This design comes from an exercise in tuning for small area, a short achievable clock period and few clock cycles on the open sky130 flow, not from production work.
RTL that was checked went through simulation tests only; none was proved equivalent to the original.
Power is estimated from default activity; no workload was simulated.

== try-ember ==
// gefd
module gefd (
    input  wire        clk,
    input  wire        rst,
    input  wire        in_valid,
    input  wire [2:0]  in_kind,
    input  wire [3:0]  in_addr,
    input  wire [32:0] in_data,
    output wire        in_ready,
    output reg         tx_valid,
    output wire [7:0]  tx_data,
    output reg         err_valid,
    output reg  [2:0]  err_code,
    output reg  [15:0] err_info,
    output reg         cell_valid,
    output reg  [31:0] cell_data,
    output reg         frame_valid,
    output reg         frame_occ,
    output reg         frame_mot,
    output reg  [31:0] frame_cnt,
    output reg  [15:0] frame_n,
    output reg         trig_valid,
    output reg  [31:0] trig_cnt
);
    localparam [7:0] MARKER = 8'h2A;
    localparam [2:0] K_RX = 3'd0, K_CFG = 3'd1, K_START = 3'd2, K_STOP = 3'd3, K_LINK = 3'd4;
    localparam [1:0] RS_IDLE = 2'd0, RS_RUN = 2'd1, RS_STOPPED = 2'd2, RS_HALTED = 2'd3;
    localparam [2:0] PH_HUNT = 3'd0, PH_CONFIRM = 3'd1, PH_THERM = 3'd2, PH_ARRAY = 3'd3,
                     PH_CSUM = 3'd4;
    reg        in_rdy;
    assign in_ready = in_rdy;
    reg        e_v;
    reg [2:0]  e_k;
    reg [3:0]  e_a;
    reg [32:0] e_d;
    always @(posedge clk) begin
        e_v <= in_valid & in_rdy & ~rst;
        e_k <= in_kind;
        e_a <= in_addr;
        e_d <= in_data;
    end
    wire [7:0] b = e_d[7:0];
    reg [1:0]  rs;
    reg [2:0]  phase;
    reg [7:0]  scancnt;
    reg [6:0]  fidx;
    reg        confok;
    reg [7:0]  csumacc;
    reg [31:0] pktcnt;
    reg [15:0] scnt;        
  ...
For scale: about 16000 cells after synthesis, about 6800 flip-flops, ~190 I/O pins.
==> flow/config.mk <==
export PLATFORM = sky130hd
export DESIGN_NAME = gefd
export DESIGN_NICKNAME = gefd
export VERILOG_FILES = /design/flow/design.v
export SDC_FILE = /design/flow/constraint.sdc
export NUM_CORES = 8
export LEC_CHECK = 0
export CAP_MARGIN = 20
export CORE_MARGIN = 2
export CORE_UTILIZATION = 40
export CTS_BUF_LIST = sky130_fd_sc_hd__clkbuf_16
export CTS_CLUSTER_DIAMETER = 100
export CTS_CLUSTER_SIZE = 24
export SLEW_MARGIN = 20
==> flow/constraint.sdc <==
create_clock -name core_clock -period 18.0 [get_ports {clk}]
set_input_delay 3.6000 -clock core_clock [delete_from_list [all_inputs] [get_ports {clk}]]
set_output_delay 3.6000 -clock core_clock [all_outputs]
set_load 0.01 [all_outputs]
standard.sh (not shown) runs the stock make flow with config.mk's settings and CLKGATE_MAP_FILE= SYNTH_SCRIPT=/design/flow/synth_recipe.tcl, a recipe that flattens the netlist after the stock synthesis.
==> flow/flow/run.sh <==
#!/bin/bash
# The standard layout (the standard.sh, all steps unchanged), except that the port
# buffers the placement step inserts are sky130_fd_sc_hd__buf_4 cells instead of the
# default choice. make's full output goes to flow_make.log; each ORFS step keeps its own
# log under orfs/logs/.
set -euo pipefail
export BUFFER_PORTS_ARGS="-buffer_cell sky130_fd_sc_hd__buf_4"
bash standard.sh > flow_make.log 2>&1
try-ember finished all stages; the layout is clean.
#### Input delta (try-yarrow over try-ember)
-- flow/config.mk --
<<< try-ember, line 8
export CAP_MARGIN = 20
export CORE_MARGIN = 2
export CORE_UTILIZATION = 40
export CTS_BUF_LIST = sky130_fd_sc_hd__clkbuf_16
export CTS_CLUSTER_DIAMETER = 100
>>> try-yarrow, line 8
export CAP_MARGIN = 20
export CORE_MARGIN = 2
export CORE_UTILIZATION = 55
export CTS_BUF_LIST = sky130_fd_sc_hd__clkbuf_16
export CTS_CLUSTER_DIAMETER = 100
### Flow results
From try-yarrow to try-ember, global-route congestion overflow total did not move at all.
~same proportion of cell area spent on the clock network in try-ember and try-yarrow
Between try-ember and try-yarrow, the difference in total number of nets in the final design is negligible.
Going from try-ember to try-yarrow, the count of clock-buffer cells in the layout was found to have gone down by 2.
Delta (try-yarrow minus try-ember): area added between synthesis and finish saw a decrease, final area saw a decrease, power consumption saw little to no change, clock latency of the later-clocked register in the worst-skew pair saw a decrease.
Total of plain and repair buffers excluding clock buffers: try-yarrow vs try-ember — no meaningful difference
Diff try-ember..try-yarrow | upper clock frequency limit | negligible
No functional check of the RTL was part of any run of this note.

Another version of the RTL of gefd (not shown whole).
Size in the first run: ~15000 cells after synthesis, about 6700 flip-flops, about 220000 um^2 of cells after synthesis.
## gefd
module gefd (
    input  wire        clk,
    input  wire        rst,
    input  wire        in_valid,
    input  wire [2:0]  in_kind,
    input  wire [3:0]  in_addr,
    input  wire [32:0] in_data,
    output wire        in_ready,
    output reg         tx_valid,
    output wire [7:0]  tx_data,
    output reg         err_valid,
    output reg  [2:0]  err_code,
    output reg  [15:0] err_info,
    output reg         cell_valid,
    output reg  [31:0] cell_data,
    output reg         frame_valid,
    output reg         frame_occ,
    output reg         frame_mot,
    output reg  [31:0] frame_cnt,
    output reg  [15:0] frame_n,
    output reg         trig_valid,
    output reg  [31:0] trig_cnt
);
Settings: LEC_CHECK=0, CAP_MARGIN=20, CORE_MARGIN=2, CORE_UTILIZATION=40, CTS_BUF_LIST=sky130_fd_sc_hd__clkbuf_4 sky130_fd_sc_hd__clkbuf_8, CTS_CLUSTER_SIZE=40, SLEW_MARGIN=20; clock period 18.0 ns.
run.sh (not shown) runs the stock make flow with config.mk's settings and CLKGATE_MAP_FILE= SYNTH_SCRIPT=/design/flow/synth_recipe.tcl, a recipe that flattens the netlist after the stock synthesis.
Stock flow here: none of the scripts above is used.
The starting point finished with timing, DRC and antenna clean.
Testbench counts at the start, summed over its fixed seeds: cycles 58,000.
==> next run, changes <==
--- a/flow/config.mk
+++ b/flow/config.mk
@@ -9,5 +9,3 @@
 export CORE_MARGIN = 2
 export CORE_UTILIZATION = 40
-export CTS_BUF_LIST = sky130_fd_sc_hd__clkbuf_4 sky130_fd_sc_hd__clkbuf_8
-export CTS_CLUSTER_SIZE = 40
 export SLEW_MARGIN = 20
The new run finished clean.
Core utilization stays flat.
Final cell count came out lower by a few percent.
Global-route usage came out lower by 0.43 points.
Wire length came out lower slightly.
Total power came out higher by a few percent.
Via count came out lower by a few percent.

gefd, a different RTL version from the one above (not shown whole).
For scale: roughly 6,900 flip-flops, roughly 190 I/O pins.
==> flow/design.v (excerpt) <==
module gefd (
    input  wire        clk,
    input  wire        rst,
    input  wire        in_valid,
    input  wire [2:0]  in_kind,
    input  wire [3:0]  in_addr,
    input  wire [32:0] in_data,
    output wire        in_ready,
    output reg         tx_valid,
    output wire [7:0]  tx_data,
    output reg         err_valid,
    output reg  [2:0]  err_code,
    output reg  [15:0] err_info,
    output reg         cell_valid,
    output reg  [31:0] cell_data,
    output reg         frame_valid,
    output reg         frame_occ,
    output reg         frame_mot,
    output reg  [31:0] frame_cnt,
    output reg  [15:0] frame_n,
    output reg         trig_valid,
    output reg  [31:0] trig_cnt
);
    localparam [7:0] MARKER = 8'h2A;
    localparam [2:0] K_RX = 3'd0, K_CFG = 3'd1, K_START = 3'd2, K_STOP = 3'd3, K_LINK = 3'd4;
    localparam [1:0] RS_IDLE = 2'd0, RS_RUN = 2'd1, RS_STOPPED = 2'd2, RS_HALTED = 2'd3;
    localparam [2:0] PH_HUNT = 3'd0, PH_CONFIRM = 3'd1, PH_THERM = 3'd2, PH_ARRAY = 3'd3,
                     PH_CSUM = 3'd4;
    reg        in_rdy;
    assign in_ready = in_rdy;
    reg        rst_r;       
    always @(posedge clk) rst_r <= rst;
    reg        e_v;
    reg [2:0]  e_k;
    reg [3:0]  e_a;
    reg [32:0] e_d;
    always @(posedge clk) begin
        e_v <= in_valid & in_rdy & ~rst;
        e_k <= in_kind;
        e_a <= in_addr;
        e_d <= in_data;
    end
    wire [7:0] b = e_d[7:0];
    reg [1:0]  rs;
    reg [2:0]  phase;
    reg [7:0]  scancnt;
    reg [6:0]  fidx;
    reg        confok;
    reg [7:0]  csumacc;
    reg [31:0] pktcnt;
    reg [15:0] scnt;        
    reg        first;       
    reg        prevvalid, occ, mot;
    reg [15:0] cfg_n;
    reg [31:0] cfg_e0, cfg_e1, cfg_e2, cfg_e3;    
    reg [31:0] lim;         
    reg        lim_en;      
    reg        tx_s, tx_t0, tx_t1;    
    reg [31:0] fcnt;                  
    reg        pkt_max;               
  ...
export LEC_CHECK = 0
export CAP_MARGIN = 20
export CORE_MARGIN = 2
export CORE_UTILIZATION = 55
export CTS_BUF_LIST = sky130_fd_sc_hd__clkbuf_16
export CTS_CLUSTER_DIAMETER = 100
export CTS_CLUSTER_SIZE = 24
export SLEW_MARGIN = 20
create_clock -name core_clock -period 18.0 [get_ports {clk}]
standard.sh (not shown) runs the stock make flow with config.mk's settings and CLKGATE_MAP_FILE= SYNTH_SCRIPT=/design/flow/synth_recipe.tcl, a recipe that flattens the netlist after the stock synthesis.
==> flow/flow/run.sh <==
#!/bin/bash
# The standard layout (standard.sh, every ORFS step unchanged) with two changes:
#  - the port buffers that placement inserts are sky130_fd_sc_hd__buf_4 cells
#    (BUFFER_PORTS_ARGS) instead of the default choice;
#  - after the placement resizing step, the flip-flops that drive output-port buffers are
#    swapped to the strongest drive of their cell and moved onto the buffer's spot
#    (flow/upsize_out.tcl); the standard
#    detailed placement that follows legalizes them.
# Each tool's full output goes to a log file here; ORFS keeps per-step logs in orfs/logs/.
set -euo pipefail
export BUFFER_PORTS_ARGS="-buffer_cell sky130_fd_sc_hd__buf_4"
export CTS_BUF_DISTANCE=300
RES="$PWD/orfs/results/${FLOW_PLATFORM}/gefd/base"
bash standard.sh "$RES/3_4_place_resized.odb" > flow_make_place.log 2>&1
UPSZ_ODB="$RES/3_4_place_resized.odb" openroad -no_init -exit flow/upsize_out.tcl > upsize_out.log 2>&1
bash standard.sh > flow_make.log 2>&1
==> flow/flow/upsize_out.tcl <==
# For each output port: the flip-flop that drives the port's buffer is swapped to the strongest
# drive of its cell (sky130_fd_sc_hd__dfxtp_1/2 -> dfxtp_4) and moved onto the buffer's spot;
# the standard detailed placement that follows legalizes it next to the buffer.
set odb_file $::env(UPSZ_ODB)
read_db $odb_file
set db [ord::get_db]
set block [ord::get_db_block]
set strong [$db findMaster sky130_fd_sc_hd__dfxtp_4]
set n 0
set moved 0
foreach bterm [$block getBTerms] {
  if {[$bterm getIoType] ne "OUTPUT"} { continue }
  set net [$bterm getNet]
  if {$net eq "NULL"} { continue }
  set buf ""
  foreach it [$net getITerms] { if {[$it isOutputSignal]} { set buf [$it getInst] } }
  if {$buf eq ""} { continue }
  foreach it [$buf getITerms] {
    if {![$it isInputSignal]} { continue }
    set n2 [$it getNet]
    if {$n2 eq "NULL"} { continue }
    # only a flip-flop that drives nothing but this buffer
    if {[llength [$n2 getITerms]] != 2} { continue }
    foreach jt [$n2 getITerms] {
      if {![$jt isOutputSignal]} { continue }
      set ff [$jt getInst]
      set m [[$ff getMaster] getName]
      if {[string match "sky130_fd_sc_hd__*df*" $m]} {
        if {$m eq "sky130_fd_sc_hd__dfxtp_1" || $m eq "sky130_fd_sc_hd__dfxtp_2"} {
          $ff swapMaster $strong
          incr n
        }
        set loc [$buf getLocation]
        $ff setLocation [lindex $loc 0] [lindex $loc 1]
        incr moved
      }
    }
  }
}
puts "upsized $n and moved $moved output flip-flops"
write_db $odb_file
Testbench counts at the start, summed over its fixed seeds: cycles 57,975.
Edit:
--- a/flow/flow/run.sh
+++ b/flow/flow/run.sh
@@ -10,5 +10,4 @@
 set -euo pipefail
 export BUFFER_PORTS_ARGS="-buffer_cell sky130_fd_sc_hd__buf_4"
-export CTS_BUF_DISTANCE=300
 RES="$PWD/orfs/results/${FLOW_PLATFORM}/gefd/base"
 bash standard.sh "$RES/3_4_place_resized.odb" > flow_make_place.log 2>&1
Settings changed: PLACE_DENSITY set to 0.75.
=> The changed run ran to the end with violations: antenna rules; global-route usage grows by 0.52 points; power rises by 0.59%; via count climbs by 2.9%; setup slack degrades by 120 ps; utilization barely changes; design area hardly moves; flip-flop and latch count is unchanged.
Edit:
--- a/flow/flow/run.sh
+++ b/flow/flow/run.sh
@@ -4,6 +4,5 @@
 #    (BUFFER_PORTS_ARGS) instead of the default choice;
 #  - after the placement resizing step, the flip-flops that drive output-port buffers are
-#    swapped to the strongest drive of their cell and moved onto the buffer's spot
-#    (flow/upsize_out.tcl); the standard
+#    swapped to the strongest drive of their cell (flow/upsize_out.tcl); the standard
 #    detailed placement that follows legalizes them.
 # Each tool's full output goes to a log file here; ORFS keeps per-step logs in orfs/logs/.
==> flow/flow/upsize_out.tcl (replaced) <==
# Upsize the flip-flops that drive the output ports' buffers to the strongest drive of the
# same cell (sky130_fd_sc_hd__dfxtp_1/2 -> dfxtp_4); detailed placement legalizes them next.
set odb_file $::env(UPSZ_ODB)
read_db $odb_file
set db [ord::get_db]
set block [ord::get_db_block]
set strong [$db findMaster sky130_fd_sc_hd__dfxtp_4]
set n 0
foreach bterm [$block getBTerms] {
  if {[$bterm getIoType] ne "OUTPUT"} { continue }
  set net [$bterm getNet]
  if {$net eq "NULL"} { continue }
  set buf ""
  foreach it [$net getITerms] { if {[$it isOutputSignal]} { set buf [$it getInst] } }
  if {$buf eq ""} { continue }
  foreach it [$buf getITerms] {
    if {![$it isInputSignal]} { continue }
    set n2 [$it getNet]
    if {$n2 eq "NULL"} { continue }
    foreach jt [$n2 getITerms] {
      if {![$jt isOutputSignal]} { continue }
      set ff [$jt getInst]
      set m [[$ff getMaster] getName]
      if {$m eq "sky130_fd_sc_hd__dfxtp_1" || $m eq "sky130_fd_sc_hd__dfxtp_2"} {
        $ff swapMaster $strong
        incr n
      }
    }
  }
}
puts "upsized $n output flip-flops"
write_db $odb_file
Settings changed: PLACE_DENSITY 0.75 to unset.
With this change the flow completed without violations.
Routed wire length is lower by about 2.4%.
Area after synthesis is unchanged.
Worst hold slack is about the same.
Cell area hardly moves.
Sequential power is about the same.
Worst setup slack gains 100 ps.
Power is lower by about 0.6%.
Die area is unchanged.
Flip-flop and latch count is unchanged.
Core utilization barely changes.

gefd, a different RTL version from the one above (not shown whole).
Size: roughly 220,000 um^2 of cells after synthesis.
export LEC_CHECK = 0
export CAP_MARGIN = 20
export CORE_MARGIN = 2
export CORE_UTILIZATION = 65
export CTS_BUF_LIST = sky130_fd_sc_hd__clkbuf_16
export CTS_CLUSTER_DIAMETER = 100
export CTS_CLUSTER_SIZE = 24
export SLEW_MARGIN = 20
create_clock -name core_clock -period 18.0 [get_ports {clk}]
==> flow/flow/run.sh <==
#!/bin/bash
# The standard layout (the standard.sh, all steps unchanged), except that the port
# buffers the placement step inserts are sky130_fd_sc_hd__buf_4 cells instead of the
# default choice. make's full output goes to flow_make.log; each ORFS step keeps its own
# log under orfs/logs/.
set -euo pipefail
export BUFFER_PORTS_ARGS="-buffer_cell sky130_fd_sc_hd__buf_4"
bash standard.sh > flow_make.log 2>&1
Testbench counts at the start, summed over its fixed seeds: cycles 57,968.
Change:
CORE_UTILIZATION = 55   (was 65)
GPL_TIMING_DRIVEN = 1   (was unset)
Worst hold slack is about the same. First-iteration DRC count went down by roughly a tenth. Combinational power is higher slightly. Worst setup slack gains 1.2 ns.
Change:
GPL_TIMING_DRIVEN = unset   (was 1)
What happened: Die area stays the same; setup slack stays the same; design area stays the same; clock power hardly moves; total power is unchanged; register-to-register slack stays flat; count of clock-buffer cells in the layout stays the same; routed wire length is unchanged; via count is unchanged.
Change:
CORE_UTILIZATION = 50   (was 55)
The new run went through all stages and came out clean. Register-to-register slack gets worse by 0.83 ns. Wire length is higher slightly. Maximum frequency fell by a little under a tenth. First-iteration DRC count increases by a few percent. Design area went up slightly. Power is higher slightly. Worst setup slack got worse by 0.42 ns. Cell count is higher by a few percent.

Setup of try-raven:
gefd, a different RTL version from the one above (not shown whole).
Size: about 16000 cells after synthesis, ~6800 flip-flops, ~190 I/O pins, ~220000 um2 of cells after synthesis.
clock: 18.0 ns
lec_check: 0
cap_margin: 20
core_margin: 2
core_utilization: 40
slew_margin: 20
Scripts as last shown in full above: flow/flow/run.sh
Input changes introduced in try-willow (baseline for comparison: try-raven):
Settings: putting CTS_CLUSTER_SIZE at 27 where nothing was set; putting CTS_CLUSTER_DIAMETER at 120 where nothing was set; putting CTS_BUF_LIST at sky130_fd_sc_hd__clkbuf_16 where nothing was set.
Against try-raven, try-willow comes in 41 ps lower on post-route minimum period.
Synthesized cell count: try-willow vs try-raven identical
On try-willow: ratio of cells with drive above 1 in the final layout is 3.7 points lower than what try-raven gave.
Taking try-raven as 1.0, try-willow lands at 0.55 on clock power.
try-willow -> try-raven: multiplexer fraction of the synthesized cell area flat
Re worst setup slack: try-willow and try-raven aren't equal, and the higher value belongs to try-willow.
Comparing try-willow and try-raven, the lower register-to-register path setup slack was measured on try-raven.
On combinational cell fraction of total power, the lower figure sits with try-raven, not try-willow.
Changes in try-harbor relative to try-willow:
Settings: CTS_CLUSTER_DIAMETER: 120 -> 100; CTS_CLUSTER_SIZE: 27 -> 24.
==> summary.txt <==
Share of final layout cell area taken by clock buffers and inverters sits higher in try-harbor than in try-willow.
When try-harbor is measured against try-willow, its fraction of standard cell area that is sequential turns out 0.30 points lower.
Compared with try-willow, in try-harbor routed wire length now sits at about the same level; post-route worst setup slack decreased by 18 ps relative to the old numbers; iteration-0 DRC count of the detailed router fell by 1.1%; utilization after layout picked up an extra 0.20 points.
Compare try-harbor and try-willow | minimum clock period after layout higher: try-harbor
No run of this note included a check of the RTL's function; only the layout flow was run.

-- static timing again, ports no longer ideal --
Ports are ideal in the flow. The routed layouts listed here were re-timed in OpenROAD. Step 1 assumes that a clkbuf_16 drives the clock port and a buf_2 every other input. Step 2 adds t to the input delays and takes it off the output delays; t is the mean of the earliest and latest rising clock arrival at the registers after step 1. Input paths then give back, and output paths get back, about the clock's delay inside the block. Slacks: no drivers / after step 1 / after step 2; pairs: no drivers / after step 1.
run | shift t [ns] | setup WS [ns] | worst register clock-pin slew, ns
try-ember | 1.111 | 12.515 / 12.514 / 11.820 | 0.11 / 0.11
try-yarrow | 1.089 | 12.519 / 12.445 / 11.862 | 0.11 / 0.11
the first run of note 2 | 1.389 | 11.817 / 11.692 / 11.806 | 0.08 / 0.08
the second run of note 2 | 1.163 | 12.123 / 12.003 / 11.867 | 0.08 / 0.08
the first run of note 3 | 1.074 | 12.909 / 12.789 / 12.828 | 0.11 / 0.11
the second run of note 3 | 1.105 | 12.790 / 12.666 / 12.451 | 0.10 / 0.10
the third run of note 3 | 1.081 | 12.890 / 12.771 / 12.890 | 0.11 / 0.11
the first run of note 4 | 1.071 | 11.566 / 11.638 / 10.566 | 0.11 / 0.11
the second run of note 4 | 1.076 | 12.725 / 12.598 / 12.276 | 0.11 / 0.11
the third run of note 4 | 1.076 | 12.725 / 12.598 / 12.276 | 0.11 / 0.11
the fourth run of note 4 | 1.091 | 12.302 / 12.302 / 12.302 | 0.11 / 0.11
try-raven | 1.190 | 12.301 / 12.301 / 11.903 | 0.07 / 0.07
try-willow | 1.088 | 12.342 / 12.342 / 11.983 | 0.12 / 0.12
try-harbor | 1.100 | 12.324 / 12.324 / 11.953 | 0.11 / 0.11
For the first run of note 4, which loses most, drivers alone change the setup slack by +0.072 ns; drivers and shift together by -1.000 ns.
